Context: an optimization exercise on an open-source flow, tuned for small area, a short achievable clock period and few clock cycles per item. The choices shown serve that exercise and are no tape-out recipe. In this exercise RTL edits were held to simulation tests only and were not proved equivalent to the original. No activity file was given, so power comes from the tool's default toggle rates.

## flow/design.v

```verilog
module fastpfor_pack (
    input  wire         clk,
    input  wire         rst,
    input  wire         in_valid,
    output wire         in_ready,
    input  wire [127:0] in_data,
    input  wire [5:0]   in_width,
    output reg          out_valid,
    input  wire         out_ready,
    output reg  [31:0]  out_word
);
    function [31:0] rot4;
        input [31:0] x;
        input [3:0]  oh;
        input [4:0]  k;
        begin
            rot4 = ({32{oh[0]}} & x)
                 | ({32{oh[1]}} & ((x << k)      | (x >> (6'd32 - k))))
                 | ({32{oh[2]}} & ((x << 2 * k)  | (x >> (6'd32 - 2 * k))))
                 | ({32{oh[3]}} & ((x << 3 * k)  | (x >> (6'd32 - 3 * k))));
        end
    endfunction
    function [3:0] onehot;
        input [1:0] v;
        onehot = 4'b0001 << v;
    endfunction
    reg [127:0] hold;
    reg [5:0]   hw;          
    reg         hv;          
    reg         half;        
    reg         quad;        
    reg [2:0]   beat;        
    reg [5:0]   chunk_w;     
    reg         rdy;         
    reg [63:0]  acc;
    reg [6:0]   cnt;
    reg         mrg;         
    reg         big;         
    reg [6:0]   s1, send;
    reg [3:0]   ra1, ra2, rb1, rb2, rc1, rc2, rd1, rd2;
    reg         rb3, rd3;
    wire out_free = !out_valid || out_ready;
    wire blocked  = mrg && big && !out_free;           
    wire go       = mrg && !blocked;                   
    wire consume  = go && (half || quad);
    assign in_ready = rdy;
    wire accept   = in_valid && rdy;
    wire [9:0]  lc   = quad ? hold[73:64]  : 10'd0;
    wire [9:0]  ld   = quad ? hold[105:96] : 10'd0;
    wire [31:0] ra   = rot4(rot4(hold[31:0], ra1, 5'd2), ra2, 5'd8);
    wire [31:0] rc   = rot4(rot4({22'd0, lc}, rc1, 5'd2), rc2, 5'd8);
    wire [31:0] rb0  = rot4(rot4(hold[63:32], rb1, 5'd1), rb2, 5'd4);
    wire [31:0] rd0  = rot4(rot4({22'd0, ld}, rd1, 5'd1), rd2, 5'd4);
    wire [31:0] rb   = rb3 ? {rb0[15:0], rb0[31:16]} : rb0;
    wire [31:0] rd   = rd3 ? {rd0[15:0], rd0[31:16]} : rd0;
    wire [31:0] la   = ra | rc;
    wire [31:0] lb   = rb | rd;
    wire [31:0] th0  = 32'hFFFF_FFFF << {cnt[4:1], 1'b0};
    wire [31:0] th1  = 32'hFFFF_FFFF << s1[4:0];
    wire        q1   = s1[5];
    wire [31:0] m0   = (acc[31:0] & ~th0) | (la & th0) | (q1 ? 32'd0 : (lb & th1));
    wire [31:0] m1   = (la & ~th0) | (q1 ? (lb & th1) : (lb & ~th1));
    wire [31:0] m2   = q1 ? (lb & ~th1) : 32'd0;
    wire [63:0] mv   = go ? {m1, m0} : acc;
    wire [6:0]  total = mrg ? send : cnt;
    wire        emit  = out_free && (total[6:5] != 2'd0);
    wire        hv_n   = accept || (hv && !consume);
    wire        half_n = mrg ? (!half && !quad) : half;
    wire        first  = rdy && (beat == 3'd0);         
    wire [5:0]  w_n    = rdy ? chunk_w : hw;
    wire [5:0]  hw_n   = first ? in_width : w_n;
    wire        quad_n = (hw_n <= 6'd10);
    wire [6:0]  cnt_n  = emit ? total - 7'd32 : total;
    wire        mrg_n  = hv_n && (cnt_n[6:5] == 2'd0);
    wire        ov_n   = emit || (out_valid && !out_ready);
    wire        rdy_n  = !hv_n || (!blocked && cnt_n[6:5] == 2'd0 && (half_n || quad_n) && !(ov_n && big_n));
    wire [5:0]  in_w3  = {in_width[4:0], 1'b0} + in_width[4:0];
    wire [5:0]  w3_n   = {w_n[4:0], 1'b0} + w_n[4:0];
    wire [5:0]  wload  = (beat == 3'd0) ? in_width : chunk_w;
    wire [31:0] mload  = wload[5] ? 32'hFFFF_FFFF : ~(32'hFFFF_FFFF << wload[4:0]);
    wire [6:0]  s1_n   = first ? {1'b0, in_width} : {2'b0, total[4:0]} + {1'b0, w_n};
    wire [6:0]  s2_n   = first ? {in_width, 1'b0} : {2'b0, total[4:0]} + {w_n, 1'b0};
    wire [5:0]  s3_n   = first ? in_w3 : {1'b0, total[4:0]} + w3_n;
    wire [6:0]  s4_n   = first ? {1'b0, in_width[3:0], 2'b0} : {2'b0, total[4:0]} + {1'b0, w_n[3:0], 2'b0};
    wire [6:0]  send_n = quad_n ? s4_n : s2_n;
    wire        big_n  = (send_n > 7'd64);
    always @(posedge clk) begin
        if (emit) begin
            out_word <= mv[31:0];
            acc      <= {m2, mv[63:32]};
        end else begin
            acc      <= mv;
        end
        if (rdy)
            hold <= in_data & {4{mload}};
        else if (go && !half)
            hold[63:0] <= hold[127:64];
        hw   <= hw_n;
        quad <= quad_n;
        if (!blocked) begin
            s1   <= s1_n;
            ra1  <= onehot(total[2:1]);
            ra2  <= onehot(total[4:3]);
            rb1  <= onehot(s1_n[1:0]);
            rb2  <= onehot(s1_n[3:2]);
            rb3  <= s1_n[4];
            rc1  <= onehot(s2_n[2:1]);
            rc2  <= onehot(s2_n[4:3]);
            rd1  <= onehot(s3_n[1:0]);
            rd2  <= onehot(s3_n[3:2]);
            rd3  <= s3_n[4];
            send <= send_n;
            big  <= big_n;
        end
        if (rst) begin
            hv        <= 1'b0;
            half      <= 1'b0;
            beat      <= 3'd0;
            chunk_w   <= 6'd0;
            cnt       <= 7'd0;
            mrg       <= 1'b0;
            out_valid <= 1'b0;
            rdy       <= 1'b1;
        end else begin
            out_valid <= ov_n;
            if (!blocked) begin
                cnt  <= cnt_n;
                mrg  <= mrg_n;
                half <= half_n;
            end
            hv   <= hv_n;
            rdy  <= rdy_n;
            if (accept) begin
                beat <= beat + 3'd1;
                if (beat == 3'd0)
                    chunk_w <= in_width;
            end
        end
    end
endmodule
```

## flow/flow/run.sh

```bash
#!/bin/bash
set -o pipefail
export SETUP_SLACK_MARGIN=5.35
export BUFFER_PORTS_ARGS="-buffer_cell sky130_fd_sc_hd__buf_2"
bash standard.sh 2>&1 | tee standard.log
```

## flow/standard.sh

```bash
#!/bin/bash
# synth_recipe.tcl (not shown) runs the flow's synth.tcl, then flattens the netlist and writes it again
# the make line also repeats each setting of config.mk as NAME=value (left out here)
make -C /OpenROAD-flow-scripts/flow DESIGN_CONFIG=/design/flow/config.mk WORK_HOME=/design/flow/orfs CLKGATE_MAP_FILE= SYNTH_SCRIPT=/design/flow/synth_recipe.tcl "${@:-finish}"
```

## flow/config.mk

```make
export PLATFORM = sky130hd
export DESIGN_NAME = fastpfor_pack
export DESIGN_NICKNAME = fastpfor_pack
export VERILOG_FILES = /design/flow/design.v
export SDC_FILE = /design/flow/constraint.sdc
export NUM_CORES = 4
export LEC_CHECK = 0
export CAP_MARGIN = 20
export CORE_MARGIN = 2
export CORE_UTILIZATION = 40
export CTS_CLUSTER_DIAMETER = 80
export CTS_CLUSTER_SIZE = 30
export SLEW_MARGIN = 20
```

## flow/constraint.sdc

```tcl
create_clock -name core_clock -period 8.0 [get_ports {clk}]
set_input_delay 1.6000 -clock core_clock [delete_from_list [all_inputs] [get_ports {clk}]]
set_output_delay 1.6000 -clock core_clock [all_outputs]
set_load 0.01 [all_outputs]
```

==> out/metrics.csv <==
stage,metric,value,unit
timing,tightest_slew,1.172,ns
floorplan,num_rows,81,
critical_path,reg2reg_slack,5.19,ns
routing,drtAntennaViolNets,0,
placement,postPlaceCellArea,21510,um2
synthesis,synth.top_cells.by_area,"edfxtp_1 (32%), dfxtp_1 (9.3%), o21ai_0 (6.2%), a22o_1 (4.3%), a22oi_1 (3.9%)",
critical_path,critical_path_class,reg -> out,
floorplan,io_pins,172,
cells_and_area,num-fill-cells,4360,
synthesis,synth_top_area_share,0.3154,
pwr,p_per_area,527.4,nW/um2
synthesis,synth_top_area_cell,edfxtp_1,
synthesis,syn-num-nets,2403,
floorplan,core_area,48750,um2
status,status,no timing/DRC/antenna violations,
critical_path,path_buf_inv,1,
cells_and_area,multi_input_area,12230,um2
synthesis,synth_common_cells,"o21ai_0 (245), edfxtp_1 (207), nand2_1 (200)",
synthesis,yosysMostFrequentCell,o21ai_0,
cells_and_area,drive_gt1_frac,0.2912,
routing,vias,20410,
critical_path,r2r-start,rdy,
global_route,grt_max_degree,103,
synthesis,ys_ff_latch,299,
synthesis,syn_inst,2235,
global_route,grt_overflow_total,0,
cells_and_area,fin_cells,3158,
global_route,grt_pass1_vias,19040,
timing,fin_crit_sh,0.3548,
min_path,holdPathStages,2,
routing,drt_iter0_markers,2848,
routing,drc_errors,0,
min_path,hold_end,cnt[6],
clock_network,cts-root-buf,clkbuf_16,
timing,setup_viol,0,
global_route,track_usage,0.3111,
synthesis,synth_area,19710,um2
cells_and_area,nets,2643,
critical_path,cp_max_fo,1,
placement,dp_slack,3.280,ns
routing,wl_per_cell,26.39,um
cells_and_area,area_delta_synth_final,29.53,%
timing,maxSlewHeadroom,0.2187,
critical_path,critPathLaunchType,flop,
routing,drt-pass1-iter-count,9,
pwr,swShare,0.5036,
timing,rsz0062_at_grt,true,
clock_network,cts_hold_buf,0,
synthesis,ys.flop_type,edfxtp_1,
placement,gp_congestion,1.003,
critical_path,path_delay_family,flip-flops,
timing,maxSlewViolCount,0,
timing,setup_ws,5.162,ns
floorplan,dieArea,51060,um2
min_path,min_from,cnt[6],
critical_path,crit_slowest_cell,edfxtp_1,
timing,post-route-min-period,2.838,ns
clock_network,cts_inserted_buffers,24,
timing,fmax,0.3523,GHz
floorplan,start_util,0.4043,
synthesis,yosysSeqAreaShare,0.4089,
cells_and_area,ff_latch_area,8075,um2
critical_path,cp_slowest_stage_delay,0.49,ns
pwr,p_total,13.46,mW
clock_network,cts_tree,yes,
synthesis,yosysUniqueCellTypes,88,
timing,finClkSkew,0.06338,ns
critical_path,worstRegToRegCells,10,
synthesis,ys_warn_count,1,
critical_path,worstPathArrival,1.24,ns
global_route,grt_pass1_wl,119600,um
job,maxCapViolCount,0,
pwr,clock_power_share,0.101,
cells_and_area,stdcell_area,25530,um2
synthesis,avgSynthCellArea,8.817,um2
pwr,power_leakage,9.791,nW
clock_network,cts_sinks,299,
timing,tns,0,ns
clock_network,clkLatencyLatePin,0.61,ns
critical_path,endpoint_kind,primary output,
pwr,peakVddDrop,302.8,uV
placement,dpl.hpwl,54630,um
placement,dp_cells,2922,
floorplan,fp.dieW,226.0,um
timing,hold_viol_final,0,
critical_path,crit_chain,buf_2,
critical_path,cp.required,6.40,ns
pwr,pwr-share-seq,0.252,
pwr,p_int,6.683,mW
synthesis,synth_edf_count,207,
placement,io_buffers,171,
pwr,switchingPower,6.780,mW
routing,wl,83330,um
synthesis,synthArstFlopShare,0,
routing,avgViaCountPerCell,6.464,
global_route,antenna_found_initial,5,
floorplan,fp.dieH,226.0,um
pwr,p_comb_frac,0.647,
clock_network,clkTransAtPathRegs,0.09,ns
clock_network,max-clock-path-buffers,3,
critical_path,reg2reg_to,rd2[3],
clock_network,cts_htree_levels,1,
min_path,hp-class,reg -> reg,
metrics by stage:
stage | hold slack [ns] | utilization
floorplan | 0.4596 | -
global placement | 0.4771 | 0.4413
detailed placement | 0.4832 | 0.4413
CTS | 0.5036 | 0.4964
global route | 0.5313 | 0.5236
finish | 0.5043 | 0.5236
repair_timing:
| item | in CTS | in global routing |
|---|---|---|
| resized for setup | 123 | 166 |
| cloned | 16 | 6 |
| endpoints found under the setup margin | 393 | 211 |
| pin swaps | 18 | 50 |
| setup buffers | 104 | 65 |
state kept, by name, summed over array words and instances (netlist names), 6 cells and up:
signal    count
chunk_w       6
s1            6
acc          64
hold        128
send          7
cnt           7
out_word     32
hw            6
worst max-delay path by stage:
stage / cells after the start / end / start / slack, ns
2_1_floorplan: 6 / hold[0] / out_ready / 4.21
3_3_place_gp: 9 / acc[26] / out_ready / 3.30
3_5_place_dp: 9 / acc[26] / out_ready / 3.28
4_1_cts: 1 / out_word[10] / out_word[10] / 5.17
5_1_grt: 2 / in_ready / rdy / 5.15
6_report: 1 / out_word[10] / out_word[10] / 5.16
final cells by class:
type                       instances  share of cell area
multi-input combinational       1671              0.4792
sequential                       299              0.3164
timing repair buffer             377              0.1206
tap                              664             0.03255
clock buffer                      26             0.02505
inverter                         101             0.01608
clock inverter                    18            0.009852
timing repair inverter             1           0.0001961
antenna                            1          0.00009803
power groups by stage:
stage | combinational [mW] | sequential, mW | clock (mW)
final | 8.72 | 3.39 | 1.35
after global routing | 9.16 | 3.45 | 1.42
after CTS | 7.62 | 3.35 | 1.36
after detailed placement | 6.35 | 3.53 | 0
after global placement | 6.27 | 3.53 | 0
after floorplan | 4.73 | 3.05 | 0
layer usage:
| layer | routed length (um) | track usage | vias up |
|---|---|---|---|
| li1 | - | - | 9017 |
| met1 | 33140 | 0.4057 | 9919 |
| met2 | 37460 | 0.4937 | 1211 |
| met3 | 8202 | 0.06609 | 257 |
| met4 | 4458 | 0.1436 | 8 |
| met5 | 66 | 0 | - |
cell families (layout without fill, tap and decap cells):
| family | Yosys count | after routing | share of synthesized area |
|---|---|---|---|
| muxes | 55 | 55 | 0.02984 |
| AOI/OAI and AO/OA | 864 | 864 | 0.3030 |
| adders and majority gates | 30 | 30 | 0.02209 |
| other | 0 | 1 | 0 |
| DFF | 299 | 299 | 0.4089 |
| xor gates and xnor gates | 42 | 42 | 0.01867 |
| buffers and inverters | 271 | 523 | 0.05556 |
| and+or+nand+nor | 674 | 680 | 0.1620 |
layout by cell type, fill, tap and decap left out, types with 19 or more instances in the layout:
master | netlist | layout
dfxtp_1 | 92 | 86
buf_2 | 38 | 166
nand4_1 | 30 | 30
a21oi_1 | 88 | 53
and3_1 | 27 | 25
inv_1 | 99 | 90
edfxtp_1 | 207 | 207
and2_1 | 52 | 49
o21ai_0 | 245 | 182
buf_4 | 4 | 145
a21oi_2 | 1 | 24
xnor2_1 | 36 | 35
mux2i_1 | 36 | 19
a22o_1 | 97 | 89
nand2_1 | 200 | 176
nor2b_1 | 38 | 37
o22ai_1 | 60 | 56
a222oi_1 | 34 | 34
clkbuf_16 | 0 | 28
buf_6 | 2 | 29
nor2_4 | 0 | 31
a22oi_1 | 102 | 102
nor2_1 | 179 | 139
o21ai_1 | 18 | 64
nand3_1 | 69 | 65
Testbench counts, summed over its fixed seeds: cycles 17,555, chunks 1,280.

## static timing again, ports no longer ideal
In the flow no input, the clock included, has a driving cell. The finished layout below was timed again as built, in two steps. Step 1 (the two cells are an assumption about what drives the block):
set clk [get_ports {clk}]
set_driving_cell -lib_cell sky130_fd_sc_hd__clkbuf_16 $clk
set_driving_cell -lib_cell sky130_fd_sc_hd__buf_2 [delete_from_list [all_inputs] $clk]
Step 2 times the ports against the registers' clock, not the clock port: input delays grow and output delays shrink by t, the midpoint of the rising clock arrivals with the driver on. Three values: ideal ports, drivers, drivers and shift; two values: the first two.
t (ns): 0.639
setup slack, ns: 5.162 / 5.101 / 4.622
worst hold slack (ns): 0.504 / 0.504 / 0.504
cell pins on the clock port's net: 1
After both steps setup and hold are still met in this run. For this run, drivers alone change the setup slack by -0.061 ns; drivers and shift together by -0.540 ns.
